What follows belongs to an exercise in optimizing a design on an open flow for small area, a short achievable clock period and few clock cycles per item; a production flow would make more cautious choices. The RTL was checked by simulation tests, not by an equivalence proof against the original design. Power figures rest on the tool's default switching activity, not on a simulated workload.

Design ct_meas, start of the top module:
module ct_meas (
    input  wire        clk,
    input  wire        rst,         
    input  wire        start,       
    input  wire        mode,        
    input  wire [1:0]  chan,        
    input  wire [15:0] raw,         
    output reg         ready,
    output reg         done,
    output reg         accept,
    output reg  [1:0]  chan_next,
    output wire [34:0] ohms,
    output wire [15:0] vmv,
    output wire [27:0] digits,      
    output reg         alert
);
    localparam [1:0] F_IDLE  = 2'd0,
                     F_NODIV = 2'd1,
                     F_DIV   = 2'd2;
    localparam [26:0] VDIV = 27'd48904255;     
    reg [1:0]  state;
    reg [15:0] s;
    reg [1:0]  ch;
    reg        md;
    reg        slo, shi;       
    reg [26:0] rem;            
    reg [5:0]  cnt;            
    reg        step1, step2;   
    reg        xb;             
    reg        qd;             
    reg [34:0] q;
    reg [27:0] bcd;
    reg        fin;            
    reg        b_md, b_neg, b_acc, b_al;
    reg [1:0]  b_ch, b_cn;
    reg        vneg;           
    reg [6:0]  dfix;           
    wire neg  = s[15];
    wire b_vpos = b_md && !b_neg;    
    wire last = (cnt == 6'd1);
    assign ohms   = q;
    assign vmv    = q[15:0] ^ {16{vneg}};
    genvar g;
    generate
        for (g = 0; g < 7; g = g + 1) begin : dout
            assign digits[4*g +: 4] = dfix[g] ? bcd[4*g +: 4] - 4'd6 : bcd[4*g +: 4];
        end
    endgenerate
    wire take = start && ready;
    wire signed [15:0] sraw = raw;
    wire in_lo  = (sraw <= 16'sd8000);
    wire in_hi  = (sraw >= 16'sd24000);
    wire in_pos = !raw[15] && (raw != 16'd0);
    wire in_acc = (!in_lo && !in_hi) || (chan == 2'd3 && in_lo) ||
                  (chan == 2'd0 && in_hi);
  ...
==> flow/config.mk <==
export PLATFORM = sky130hd
export DESIGN_NAME = ct_meas
export DESIGN_NICKNAME = ct_meas
export VERILOG_FILES = /design/flow/design.v
export SDC_FILE = /design/flow/constraint.sdc
export NUM_CORES = 4
export LEC_CHECK = 0
export CAP_MARGIN = 20
export CORE_MARGIN = 2
export CORE_UTILIZATION = 70
export CTS_BUF_LIST = sky130_fd_sc_hd__clkbuf_4 sky130_fd_sc_hd__clkbuf_8
export PLACE_DENSITY = 0.85
export SETUP_SLACK_MARGIN = 5
export SLEW_MARGIN = 20
==> flow/constraint.sdc <==
create_clock -name core_clock -period 10.0 [get_ports {clk}]
set_input_delay 2.0000 -clock core_clock [delete_from_list [all_inputs] [get_ports {clk}]]
set_output_delay 2.0000 -clock core_clock [all_outputs]
set_load 0.01 [all_outputs]
standard.sh (not shown) runs the stock make flow with config.mk's settings and CLKGATE_MAP_FILE= SYNTH_SCRIPT=/design/flow/synth_recipe.tcl, a recipe that flattens the netlist after the stock synthesis.
==> flow/flow/run.sh <==
#!/bin/bash
# Own flow: the standard layout (standard synthesis unchanged), with
# - port buffers of a plain buffer cell (every port still gets one).
set -euo pipefail
MARGIN=$(cat flow/margin.txt)
PORTBUF=$(cat flow/portbuf.txt)
bash standard.sh SETUP_SLACK_MARGIN="$MARGIN" "BUFFER_PORTS_ARGS=-buffer_cell $PORTBUF" finish > flow_standard.log 2>&1
==> flow/flow/margin.txt <==
6.25
==> flow/flow/portbuf.txt <==
sky130_fd_sc_hd__buf_2
The baseline completed with no timing, DRC or antenna violations.
Testbench counts at the start, summed over its fixed seeds: cycles 29,389, items 2,048.
Edit:
- CORE_UTILIZATION: 70 -> 40
- CTS_BUF_LIST: sky130_fd_sc_hd__clkbuf_4 sky130_fd_sc_hd__clkbuf_8 -> default
- PLACE_DENSITY: 0.85 -> default
=>
- The changed run completed with no timing, DRC or antenna violations
- final cell count climbs by about 10%
- die area grows by 72%
- wire length went up by about 3.5%
- sequential power is about the same
Edit:
- CORE_UTILIZATION: 40 -> 60
- CTS_BUF_LIST: default -> sky130_fd_sc_hd__clkbuf_4 sky130_fd_sc_hd__clkbuf_8
- PLACE_DENSITY: default -> 0.75
=>
- The changed run went through all stages and came out clean
- die area decreases by a quarter to a third
- critical path depth does not change
- setup slack got worse by 0.0094 ns
Edit:
- CORE_UTILIZATION: 60 -> 40
- PLACE_DENSITY: 0.75 -> default
Result: Final area climbs by 2.6%; synthesized cell count is unchanged; non-clock buffer count climbs by 15; fmax is about the same; wire length climbs by about 7.5%; hold slack barely changes; sequential cell count is unchanged; die area climbs by about 50%; count of clock-buffer cells in the layout drops by 3.

## static timing again, ports no longer ideal
In the flow no input, the clock included, has a driving cell. The finished layouts below were timed again as built, in two steps.
Step 1 assumes that a clkbuf_16 drives the clock port and a buf_2 every other input.
Step 2 times the ports against the registers' clock, not the clock port: input delays grow and output delays shrink by t, the midpoint of the rising clock arrivals with the driver on.
Three values: ideal, step 1, step 2; two values: the first two.
run | t, ns | setup slack, ns | worst setup path after step 2
the first run | 0.505 | 6.328 / 6.286 / 5.873 | input to register
the second run | 0.464 | 6.345 / 6.296 / 5.907 | input to register
the third run | 0.512 | 6.335 / 6.291 / 5.879 | input to register
the fourth run | 0.488 | 6.343 / 6.299 / 5.894 | input to register
After both steps every run listed still meets setup and hold. For the third run, which loses most, drivers alone change the setup slack by -0.044 ns; drivers and shift together by -0.456 ns.
